Context: an optimization exercise on an open-source flow, tuned for small area, a short achievable clock period and few clock cycles. The choices shown serve that exercise and are no tape-out recipe.
Only simulation tests tie the RTL to the original design; equivalence was not proved.
Power is estimated from default activity; no workload was simulated.

==> design.v <==
module trpx_terse_enc (
    input  wire        clk,
    input  wire        rst,
    input  wire        start,
    output wire        start_ready,
    input  wire [6:0]  cfg_block,     
    input  wire        cfg_signed,    
    input  wire [6:0]  cfg_pb,        
    input  wire [15:0] cfg_n,         
    input  wire        in_valid,
    output wire        in_ready,
    input  wire [31:0] in_data,
    output wire        out_valid,
    input  wire        out_ready,
    output wire [31:0] out_data,
    output wire        out_last,
    output reg         done,
    output wire [1:0]  done_err,      
    output wire [21:0] done_bits      
);
    localparam K_BLK = 2'd0;      
    localparam K_BAD = 2'd1;      
    localparam K_END = 2'd2;      
    localparam QD = 2;            
    function [31:0] lowmask;
        input [5:0] w;
        integer k;
        begin
            for (k = 0; k < 32; k = k + 1)
                lowmask[k] = (w > k);
        end
    endfunction
    reg         start_rdy_r;
    reg         in_rdy_r;
    reg         i_stop;          
    reg         i_act;           
    reg         i_sgn;
    reg  [5:0]  i_blk;
    reg  [15:0] i_frm_left;      
    reg  [5:0]  i_blk_left;      
    reg  [5:0]  i_bn;            
    reg         i_bfirst;        
    reg         i_ffirst;        
    reg         i_bad;
    reg  [4:0]  wr_ptr;          
    reg  [5:0]  occ;             
    reg         e_read_d;        
    reg  [31:0] therm;           
    assign start_ready = start_rdy_r;
    assign in_ready    = in_rdy_r && !i_stop;
    wire start_fire = start && start_rdy_r;
    wire in_fire    = in_valid && in_ready;
    reg  [31:0] i_hm;
    integer     m;
    wire        lg_uns = ~|(in_data & {i_hm[30:0], 1'b0});
    wire        lg_sgn = (~|(in_data & i_hm)) | (&(in_data | ~i_hm));
    wire        in_legal = i_sgn ? lg_sgn : lg_uns;
    reg  [31:0] r1;
    reg         r1_vld;
    reg         r1_bfirst;
    wire        r1_neg = i_sgn & r1[31];
    reg  [31:0] pt_or;           
    reg  [31:0] pt_and;          
    reg  [31:0] pb_or;           
    always @(*) begin
        pt_or  = r1;
        pt_or  = pt_or | (pt_or >> 1);
        pt_or  = pt_or | (pt_or >> 2);
        pt_or  = pt_or | (pt_or >> 4);
        pt_or  = pt_or | (pt_or >> 8);
        pt_or  = pt_or | (pt_or >> 16);
        pt_and = r1;
        pt_and = pt_and & {1'b1, pt_and[31:1]};
        pt_and = pt_and & {2'b11, pt_and[31:2]};
        pt_and = pt_and & {4'hF, pt_and[31:4]};
        pt_and = pt_and & {8'hFF, pt_and[31:8]};
        pt_and = pt_and & {16'hFFFF, pt_and[31:16]};
        pb_or  = {r1[30:0], 1'b0};
        pb_or  = pb_or | (pb_or << 1);
        pb_or  = pb_or | (pb_or << 2);
        pb_or  = pb_or | (pb_or << 4);
        pb_or  = pb_or | (pb_or << 8);
        pb_or  = pb_or | (pb_or << 16);
    end
    wire [31:0] r1_th = r1_neg ? ~(pt_and & pb_or) : pt_or;
    wire [31:0] r1_st = i_sgn ? ({r1_th[30:0], r1_th[0]} & ~{i_hm[30:0], 1'b0}) : r1_th;
    wire        blk_end  = (i_blk_left == 6'd1);
    wire        frm_end  = (i_frm_left == 16'd1);
    wire        bad_now  = (i_bad & ~i_bfirst) | ~in_legal;
    wire        close_fire = in_fire && blk_end;
    wire        frame_over = close_fire && frm_end;
    wire        cfg_bad_b  = (cfg_block == 7'd0) || (cfg_block > 7'd32);
    wire        cfg_bad_pb = (cfg_pb == 7'd0) || (cfg_pb > 7'd32);
    wire        cfg_empty  = cfg_bad_b || cfg_bad_pb || (cfg_n == 16'd0);
    wire [1:0]  cfg_err    = cfg_bad_b ? 2'd1 : cfg_bad_pb ? 2'd2 : 2'd0;
    wire        cfg_n_lt   = (cfg_n[15:6] == 10'd0) && (cfg_n[5:0] < cfg_block[5:0]);
    wire [5:0]  cfg_first_n = cfg_n_lt ? cfg_n[5:0] : cfg_block[5:0];
    wire        cfg_first1 = (cfg_n == 16'd1) || (cfg_block[5:0] == 6'd1);
    wire        new_item   = close_fire || (start_fire && cfg_empty);
    wire [15:0] frm_left_after = i_frm_left - 16'd1;
    wire        frm_le_blk = (i_frm_left[15:6] == 10'd0) && (i_frm_left[5:0] <= i_blk);
    wire [5:0]  next_blk_n = frm_le_blk ? (i_frm_left[5:0] - 6'd1) : i_blk;
    wire        next_blk1  = (i_frm_left == 16'd2) || (i_blk == 6'd1);
    reg  [31:0] rd_oh;           
    reg  [31:0] e_raw;
    wire [1023:0] vflat;
    genvar gi;
    generate
        for (gi = 0; gi < 32; gi = gi + 1) begin : vb
            reg [31:0] v;
            always @(posedge clk)
                if (wr_ptr == gi && in_rdy_r)
                    v <= in_data;
            assign vflat[gi*32 +: 32] = v;
        end
    endgenerate
    integer j;
    always @(*) begin
        e_raw = 32'd0;
        for (j = 0; j < 32; j = j + 1)
            e_raw = e_raw | (vflat[j*32 +: 32] & {32{rd_oh[j]}});
    end
    reg         p1_item;         
    reg         p1_end;          
    reg  [1:0]  p1_err;
    reg         p1_last;
    reg         p1_first;
    reg  [5:0]  p1_n;
    reg         c_vld;
    reg  [1:0]  c_kind;
    reg  [1:0]  c_err;
    reg         c_last;
    reg         c_first;
    reg  [5:0]  c_n;
    wire [31:0] s_th  = therm;
    wire [32:0] s_edg = {1'b0, s_th} ^ {s_th, 1'b1};      
    reg  [5:0]  s_bin;
    integer k;
    always @(*) begin
        s_bin = 6'd0;
        for (k = 1; k <= 32; k = k + 1)
            if (s_edg[k]) s_bin = s_bin | k[5:0];
    end
    reg  [5:0]  c_prev_s;
    wire        c_eq  = s_edg[c_first ? 6'd0 : c_prev_s];
    wire [1:0]  c_ht  = c_eq ? 2'd0 : !s_th[6] ? 2'd1 : !s_th[9] ? 2'd2 : 2'd3;
    localparam DW = 19;
    wire [DW-1:0] c_desc = {c_kind, c_err, c_last, c_n, c_ht,
                            (c_kind == K_BLK) ? s_bin : 6'd0};
    reg  [DW-1:0] q [0:QD-1];
    reg  [QD-1:0] qv;
    reg           h_hdr;         
    reg  [1:0]    x_cnt;         
    wire [1:0]  h_kind  = q[0][18:17];
    wire [1:0]  h_err   = q[0][16:15];
    wire        h_last  = q[0][14];
    wire [5:0]  h_n     = q[0][13:8];
    wire [1:0]  h_ht    = q[0][7:6];
    wire [5:0]  h_s     = q[0][5:0];
    wire        h_vld   = qv[0];
    reg         f_vld;
    reg  [31:0] f_data;
    reg  [5:0]  f_len;
    reg         f_nz;            
    reg         f_end;
    reg  [1:0]  f_err;
    wire        f_acc;
    wire        f_free  = !f_vld || f_acc;
    wire        e_go    = h_vld && f_free;
    wire        e_isend = (h_kind == K_END);
    wire        e_lastv = (h_n == 6'd1);
    wire        e_hdr   = h_hdr && (h_kind == K_BLK);
    wire        e_split = e_hdr && ((h_ht == 2'd0 && h_s[5]) ||
                                    (h_ht == 2'd3 && h_s > 6'd20));
    wire        e_pop   = e_go && !e_split && (e_isend || e_lastv);
    wire        e_read  = e_go && !e_split && !e_isend;
    wire [31:0] e_m = lowmask(h_s);
    reg  [11:0] e_h;
    reg  [3:0]  e_hl;
    always @(*) begin
        case (h_ht)
            2'd0: begin e_h = 12'd1;                               e_hl = 4'd1;  end
            2'd1: begin e_h = {8'd0, h_s[2:0], 1'b0};              e_hl = 4'd4;  end
            2'd2: begin e_h = {6'd0, h_s[1:0] - 2'd3, 4'b1110};    e_hl = 4'd6;  end
            default: begin e_h = {h_s - 6'd10, 6'b111110};         e_hl = 4'd12; end
        endcase
    end
    wire        p_v0  = !e_hdr;                           
    wire        p_v1  = e_hdr && !e_split && h_ht == 2'd0;
    wire        p_v4  = e_hdr && !e_split && h_ht == 2'd1;
    wire        p_v6  = e_hdr && !e_split && h_ht == 2'd2;
    wire        p_v12 = e_hdr && !e_split && h_ht == 2'd3;
    wire [31:0] g0    = e_m & {32{p_v0}};
    wire [31:0] g1    = {e_m[30:0], 1'b0}  & {32{p_v1}};
    wire [31:0] g4    = {e_m[27:0], 4'd0}  & {32{p_v4}};
    wire [31:0] g6    = {e_m[25:0], 6'd0}  & {32{p_v6}};
    wire [31:0] g12   = {e_m[19:0], 12'd0} & {32{p_v12}};
    wire [11:0] e_hb  = e_hdr ? e_h : 12'd0;
    wire [31:0] e_data = (g0  & e_raw) |
                         (g1  & {e_raw[30:0], 1'b0}) |
                         (g4  & {e_raw[27:0], 4'd0}) |
                         (g6  & {e_raw[25:0], 6'd0}) |
                         (g12 & {e_raw[19:0], 12'd0}) |
                         {20'd0, e_hb};
    wire [5:0]  e_len = e_split ? {2'd0, e_hl} : h_s + (e_hdr ? {2'd0, e_hl} : 6'd0);
    wire        e_nz  = e_hdr || (h_s != 6'd0);
    wire        e_end = !e_split && (e_isend || (e_lastv && (h_last || h_kind == K_BAD)));
    wire [1:0]  e_err = (h_kind == K_BAD) ? 2'd3 : (h_kind == K_END) ? h_err : 2'd0;
    reg  [31:0] acc;             
    reg  [5:0]  cnt;
    reg         flushing;
    reg  [1:0]  p_err;
    reg  [21:0] p_bits;
    reg  [31:0] w0, w1;
    reg         w0_v, w1_v, w0_l, w1_l;
    reg         pend;            
    assign out_valid = w0_v;
    assign out_data  = w0;
    assign out_last  = w0_l;
    wire   pop       = w0_v && out_ready;
    wire   room      = !w1_v;
    wire   c_zero    = (cnt == 6'd0);
    assign f_acc     = f_vld && !flushing && !pend && (!f_nz || room);
    wire   f_put     = f_acc && f_nz;
    wire [6:0]  cnt_add = {1'b0, cnt} + {1'b0, f_len};
    wire   gt32      = cnt_add[6] || (cnt_add[5] && cnt_add[4:0] != 5'd0);
    wire   fl_prod   = flushing && !c_zero && room && !pend;
    wire   prod      = (f_put && gt32) || fl_prod;        
    wire   prod_l    = flushing;                          
    wire   fin0      = flushing && c_zero && !w0_v;       
    wire   fin       = fl_prod || fin0;
    assign done_err  = p_err;
    assign done_bits = p_bits;
    wire [63:0] f_sh    = {32'd0, f_data} << cnt;
    wire [63:0] comb    = {32'd0, acc} | (f_put ? f_sh : 64'd0);
    wire [21:0] p_base  = done ? 22'd0 : p_bits;
    wire [21:0] p_add   = p_base + {16'd0, f_len};
    reg         i_act_nx;
    reg  [5:0]  i_blk_left_nx;
    reg         i_bl1_nx;        
    always @(*) begin
        i_act_nx      = i_act;
        i_blk_left_nx = i_blk_left;
        i_bl1_nx      = blk_end;
        if (start_fire) begin
            i_act_nx      = !cfg_empty;
            i_blk_left_nx = cfg_first_n;
            i_bl1_nx      = cfg_first1;
        end else if (i_stop) begin
            i_act_nx      = 1'b0;
        end else if (in_fire) begin
            if (frame_over)
                i_act_nx = 1'b0;
            if (blk_end) begin
                i_blk_left_nx = next_blk_n;
                i_bl1_nx      = next_blk1;
            end else begin
                i_blk_left_nx = i_blk_left - 6'd1;
                i_bl1_nx      = (i_blk_left == 6'd2);
            end
        end
    end
    wire [QD-1:0] qv_sh  = e_pop ? (qv >> 1) : qv;
    wire [QD-1:0] qv_in  = {qv_sh[QD-2:0], 1'b1};     
    wire [5:0]    occ_nx = (in_fire && !e_read_d) ? occ + 6'd1 :
                           (!in_fire && e_read_d) ? occ - 6'd1 : occ;
    wire [6:0]    occ_lim  = 7'd31 + {6'd0, e_read_d} - {6'd0, in_fire};
    wire          occ_room0 = {1'b0, occ} <= occ_lim;
    wire          occ_room1 = {1'b0, occ} <= occ_lim + 7'd1;
    wire          occ_room  = e_read ? occ_room1 : occ_room0;
    wire          c_push = c_vld && !qv_sh[QD-1];
    wire          c_hold = c_vld && qv_sh[QD-1];
    wire [1:0]    x_nx   = (c_push && !e_pop) ? x_cnt + 2'd1 :
                           (!c_push && e_pop) ? x_cnt - 2'd1 : x_cnt;
    wire [2:0]    x_s    = {1'b0, x_cnt} + {2'd0, c_vld} + {2'd0, p1_item};
    wire          x_le0  = (x_s == 3'd0);
    wire          x_le1  = (x_s <= 3'd1);
    wire          x_le2  = (x_s <= 3'd2);
    wire          x_room = e_pop ? (close_fire ? x_le1 : x_le2)
                                 : (close_fire ? x_le0 : x_le1);
    integer qi;
    always @(posedge clk) begin
        r1 <= in_data;
        if (rst) begin
            start_rdy_r <= 1'b1;
            in_rdy_r    <= 1'b0;
            i_stop      <= 1'b0;
            i_act       <= 1'b0;
            wr_ptr      <= 5'd0;
            rd_oh       <= 32'd1;
            occ         <= 6'd0;
            e_read_d    <= 1'b0;
            c_vld       <= 1'b0;
            r1_vld      <= 1'b0;
            p1_item     <= 1'b0;
            qv          <= {QD{1'b0}};
            x_cnt       <= 2'd0;
            h_hdr       <= 1'b1;
            f_vld       <= 1'b0;
            acc         <= 32'd0;
            cnt         <= 6'd0;
            flushing    <= 1'b0;
            p_bits      <= 22'd0;
            w0_v        <= 1'b0;
            w1_v        <= 1'b0;
            pend        <= 1'b0;
            done        <= 1'b0;
        end else begin
            i_act      <= i_act_nx;
            i_stop     <= close_fire && bad_now;
            i_blk_left <= i_blk_left_nx;
            in_rdy_r   <= i_act_nx && occ_room && (!i_bl1_nx || x_room);
            start_rdy_r <= !i_act_nx && !start_fire && !p1_item && !(c_vld && c_kind == K_END);
            occ        <= occ_nx;
            e_read_d   <= e_read;
            if (start_fire) begin
                i_sgn      <= cfg_signed;
                for (m = 0; m < 32; m = m + 1)
                    i_hm[m] <= (cfg_pb[5:0] <= m + 1);
                i_blk      <= cfg_block[5:0];
                i_frm_left <= cfg_n;
                i_bn       <= cfg_first_n;
                i_bfirst   <= 1'b1;
                i_ffirst   <= 1'b1;
            end else if (in_fire) begin
                i_frm_left <= frm_left_after;
                i_bfirst   <= blk_end;
                if (blk_end) begin
                    i_ffirst <= 1'b0;
                    i_bn     <= next_blk_n;
                end
            end
            if (in_fire) begin
                wr_ptr <= wr_ptr + 5'd1;
                i_bad  <= bad_now;
            end
            r1_vld    <= in_fire;
            r1_bfirst <= i_bfirst;
            if (r1_vld)
                therm <= (r1_bfirst ? 32'd0 : therm) | r1_st;
            p1_item <= new_item;
            if (start_fire) begin
                p1_end  <= 1'b1;
                p1_err  <= cfg_err;
            end else begin
                p1_end  <= 1'b0;
                p1_err  <= 2'd3;
            end
            p1_last  <= frm_end;
            p1_first <= i_ffirst;
            p1_n     <= i_bn;
            c_vld <= p1_item || c_hold;
            if (!(c_vld && c_kind == K_END)) begin
                c_kind  <= p1_end ? K_END : i_bad ? K_BAD : K_BLK;
                c_err   <= p1_err;
                c_last  <= p1_last;
                c_first <= p1_first;
                c_n     <= p1_n;
            end
            if (e_pop) begin
                for (qi = 0; qi < QD - 1; qi = qi + 1)
                    q[qi] <= q[qi + 1];
            end else if (e_read) begin
                q[0][13:8] <= h_n - 6'd1;
            end
            if (c_push && c_kind == K_BLK)
                c_prev_s <= s_bin;
            if (c_push) begin
                for (qi = QD - 1; qi >= 0; qi = qi - 1)
                    if (!qv_sh[qi] && qv_in[qi])
                        q[qi] <= c_desc;
            end
            qv    <= c_push ? {qv_sh[QD-2:0], 1'b1} : qv_sh;
            x_cnt <= x_nx;
            if (e_pop)
                h_hdr <= 1'b1;
            else if (e_go)
                h_hdr <= 1'b0;
            if (e_read)
                rd_oh <= {rd_oh[30:0], rd_oh[31]};
            if (f_free) begin
                f_vld  <= e_go;
                f_data <= e_data;
                f_len  <= e_len;
                f_nz   <= e_nz;
                f_end  <= e_end;
                f_err  <= e_err;
            end
            if (fin) begin
                acc      <= 32'd0;
                cnt      <= 6'd0;
                flushing <= 1'b0;
            end else if (f_put) begin
                acc <= gt32 ? comb[63:32] : comb[31:0];
                cnt <= gt32 ? cnt_add[5:0] - 6'd32 : cnt_add[5:0];
            end
            if (f_acc && f_end) begin
                flushing <= 1'b1;
                p_err    <= f_err;
            end
            if (!w0_v || pop) begin
                if (w1_v) begin
                    w0   <= w1;
                    w0_l <= w1_l;
                end else begin
                    w0   <= comb[31:0];
                    w0_l <= prod_l;
                end
                w0_v <= w1_v || prod;
                w1_v <= 1'b0;
            end else if (prod) begin
                w1   <= comb[31:0];
                w1_l <= prod_l;
                w1_v <= 1'b1;
            end
            p_bits <= f_acc ? p_add : p_base;
            if (prod && prod_l)
                pend <= 1'b1;
            else if (pop && w0_l)
                pend <= 1'b0;
            done <= (pop && w0_l) || fin0;
        end
    end
endmodule
==> run.sh <==
#!/bin/bash
# synth_recipe.tcl (not shown) runs the flow's synth.tcl, then flattens the netlist and writes it again
# the make line also repeats each setting of config.mk as NAME=value (left out here)
make -C /OpenROAD-flow-scripts/flow DESIGN_CONFIG=/design/flow/config.mk WORK_HOME=/design/flow/orfs CLKGATE_MAP_FILE= SYNTH_SCRIPT=/design/flow/synth_recipe.tcl finish
==> config.mk <==
export PLATFORM = sky130hd
export DESIGN_NAME = trpx_terse_enc
export DESIGN_NICKNAME = trpx_terse_enc
export VERILOG_FILES = /design/flow/design.v
export SDC_FILE = /design/flow/constraint.sdc
export NUM_CORES = 4
export LEC_CHECK = 0
export CAP_MARGIN = 20
export CORE_MARGIN = 5
export CORE_UTILIZATION = 60
export CTS_CLUSTER_DIAMETER = 80
export CTS_CLUSTER_SIZE = 24
export PLACE_DENSITY = 0.72
export SETUP_SLACK_MARGIN = 5
export SLEW_MARGIN = 20
==> constraint.sdc <==
create_clock -name core_clock -period 8.0 [get_ports {clk}]
set_input_delay 1.6000 -clock core_clock [delete_from_list [all_inputs] [get_ports {clk}]]
set_output_delay 1.6000 -clock core_clock [all_outputs]
set_load 0.01 [all_outputs]
==> impl_metrics.toml <==
[placed_design]
io_buffers = 128
hpwl_um = 116000
gp_congestion = 0.945
dp.cells = 5788

[detailed_routing]
drt_iter0_drc = 7313
via_per_inst = 7.28
wl_per_cell_um = 34.4
via_count = 43611
finalWirelength_um = 206000
ant_nets = 0
dr.pass1.iters = 9
drc = 0

[timing]
hold_viol_final = 0
fin_worst_skew_ns = 0.0302
fin_crit_ns = 3.13
tns_ns = 0
tightest_slew_ns = 1.07
max-slew-margin-rel_pct = 28.2
drv_slew = 0
setup_violations = 0
max_freq_mhz = 320
rsz0062_at_grt = "true"
period_share_pct = 39.1

[cts]
clock_latency_ns = 0.70
htreeDepth = 3
cts_tree = "yes"
clockBufferDepth = 3
clock-sinks = 1458
cts_root_buffer = "clkbuf_16"
cts_buffers = 74
clkSlewWorstSetupHoldPaths_ns = 0.10

[synth]
synth_area_mm2 = 0.0618
yosysMostFrequentCell = "edfxtp_1"
synth-edff-count = 1304
synth_cells = 4453
yosys-top-cells-count = "1304 x edfxtp_1, 290 x a22oi_1, 267 x nand2_1, 234 x nor2_1, 233 x clkbuf_1"
ys.flop_type = "edfxtp_1"
synth_top_area_share_pct = 63.3
avgSynthCellArea_um2 = 13.9
synth_seq_area_share_pct = 68.3
async_reset_ff_share_pct = 0
ys_top_cells_by_area = "edfxtp_1 63%, dfxtp_1 5.0%, a22oi_1 3.5%"
yosysWarnings = 2
netlist-cell-type-count = 83
synth_area_leader_cell = "edfxtp_1"
ys_seq_elements = 1458
syn_nets = 4598

[floorplanning]
num_rows = 117
core_region_area_mm2 = 0.102
dieWidth_um = 331
io_pins = 129
start_util_pct = 60.6
die_h_um = 331
die-area_mm2 = 0.110

[power]
power.density_mw_per_mm2 = 199
ir_worst_vdd_mv = 0.177
p_leak_uw = 0.0228
p_total_uw = 13800

[cells_and_area]
areaGrowthSynthToFinish_pct = 12.2
finalNonFillerCells = 5989
drive_gt1_share_pct = 13.7
nets = 4711

[outcome]
status = "complete, no violations"

[global_route]
grt_pass1_wl_um = 288000
grt_pass1_vias = 40654
grt_usage_pct = 36.5
overflow = 0
antenna_found_initial = 7
grt_max_degree = 51

[critical_path]
crit_arrival_ns = 3.68
startpoint = "rd_oh[5]"
max_stage_delay_ns = 0.77
cpMostUsedCell = "a221oi_1"
crit_path_cell_trace = "buf_4 -> a221oi_1 -> nand4_1 -> a2bb2oi_1 -> a221oi_1 -> a21oi_1 -> a211o_1"
path_delay_family = "compound AO/OA/AOI/OAI gates"
critPathLaunchType = "flip-flop"
cp.required_ns = 8.55
r2r_start = "rd_oh[5]"
critPathMaxFanout = 21
critPathSlowestCell = "dfxtp_2"
end_kind = "flip-flop"
worstSetupPathType = "flip-flop to flip-flop"
path_buf_inv = 1

[flow_run]
max_cap_viol_count = 0

[min_path]
worstHoldStart = "f_err[1]"
hp-class = "flip-flop to flip-flop"
cell usage in the layout (no fill, tap or decap), types with 109 or more instances in the layout:
cell | netlist | layout
o21ai_0 | 115 | 110
a22o_1 | 151 | 151
a22oi_1 | 290 | 285
a21oi_1 | 194 | 183
nor2_1 | 234 | 197
nand4_1 | 121 | 121
inv_1 | 125 | 115
buf_4 | 2 | 109
nand2_1 | 267 | 260
a221oi_1 | 159 | 153
edfxtp_1 | 1304 | 1304
worst paths after layout:
| kind | cells after the start | slack, ns | endpoint |
|---|---|---|---|
| max | 7 | 4.87 | f_data[9] |
| min reg2reg | 0 | 0.42 | p_err[1] |
| min | 0 | 0.42 | p_err[1] |
| max reg2reg | 7 | 4.87 | f_data[9] |
sequential cells by signal, summed over array words and instances, names as in the netlist, 6 cells and up:
name,count
therm,32
cnt,6
w0,32
acc,32
q,38
r1,32
rd_oh,32
f_data,32
f_len,6
i_blk,6
c_prev_s,6
i_blk_left,6
vb.v,1024
i_hm,32
i_frm_left,16
i_bn,6
p_bits,22
c_n,6
p1_n,6
w1,32
occ,6
report_power, final:
part,leakage (uW),internal (uW),switching [uW]
Clock,0.00107,1840,2440
Sequential,0.0131,8370,104
Combinational,0.00860,381,653
Total,0.0228,10600,3190
area by class of cell:
cell class	instances	area [um^2]
sequential	1458	42300
fill	7115	32600
multi-input combinational	2579	19000
timing repair buffer	324	3560
clock buffer	111	2020
tap	1368	1710
inverter	128	508
clock inverter	19	221
timing repair inverter	1	7.51
antenna	1	2.50
timing repair:
action / in CTS / in global routing
pin swaps: 20 / 27
hold buffers: 0 / 0
endpoints found under the setup margin: 388 / 165
resized for setup: 229 / 198
hold endpoints to repair: 0 / 0
cloned: 10 / 8
setup buffers: 29 / 22
stage by stage:
step	worst slack (ns)	hold WS, ns	cell area [um^2]	utilization (%)
after global placement	3.76	0.401	65200	63.9
final	4.87	0.424	69400	68.0
after detailed placement	3.71	0.405	65200	63.9
after global routing	4.92	0.441	69400	68.0
after CTS	4.95	0.425	68400	67.0
after floorplan	4.52	0.400	62200	-
layer usage:
metal	part of all wire [%]	vias up	routed length (um)	GRT usage, %
met5	0.092	-	189	0
met4	6.3	2	13000	17.7
met3	15	704	30100	8.77
met2	44	3561	91400	56.1
met1	35	21407	71300	49.8
li1	-	17937	-	-
kinds of logic (layout without fill, tap and decap cells):
kind of cell,count (synthesis),in the layout,share of synthesized area [%]
XOR/XNOR,88,88,1.25
buffers and inverters,417,583,2.58
AND/OR/NAND/NOR,1000,1000,7.94
flip-flops,1458,1458,68.3
multiplexers,175,175,3.63
other,0,1,0
AO/OA/AOI/OAI,1238,1239,14.7
adder cells (fa/ha/maj),77,77,1.62
Testbench counts, summed over its fixed seeds: cycles 9,290.

## port drivers added, routing unchanged
No port has a modelled driver above. Below, the same layout with a new extraction and two added sets of constraints.
Step 1: set_driving_cell puts a clkbuf_16 on clk and a buf_2 on each other input, an assumption about the parent block.
Step 2 also shifts input and output timing later by t, the mid clock arrival at the registers, as if the neighbouring blocks saw the same clock.
Slacks: ideal ports / drivers / drivers and shift; pairs: ideal ports / drivers.
shift t [ns]: 0.760
setup WS [ns]: 4.873 / 4.873 / 4.298
worst register clock-pin slew, ns: 0.10 / 0.10
After both steps setup and hold are still met in this run. For this run, drivers alone change the setup slack by 0.000 ns; drivers and shift together by -0.575 ns.
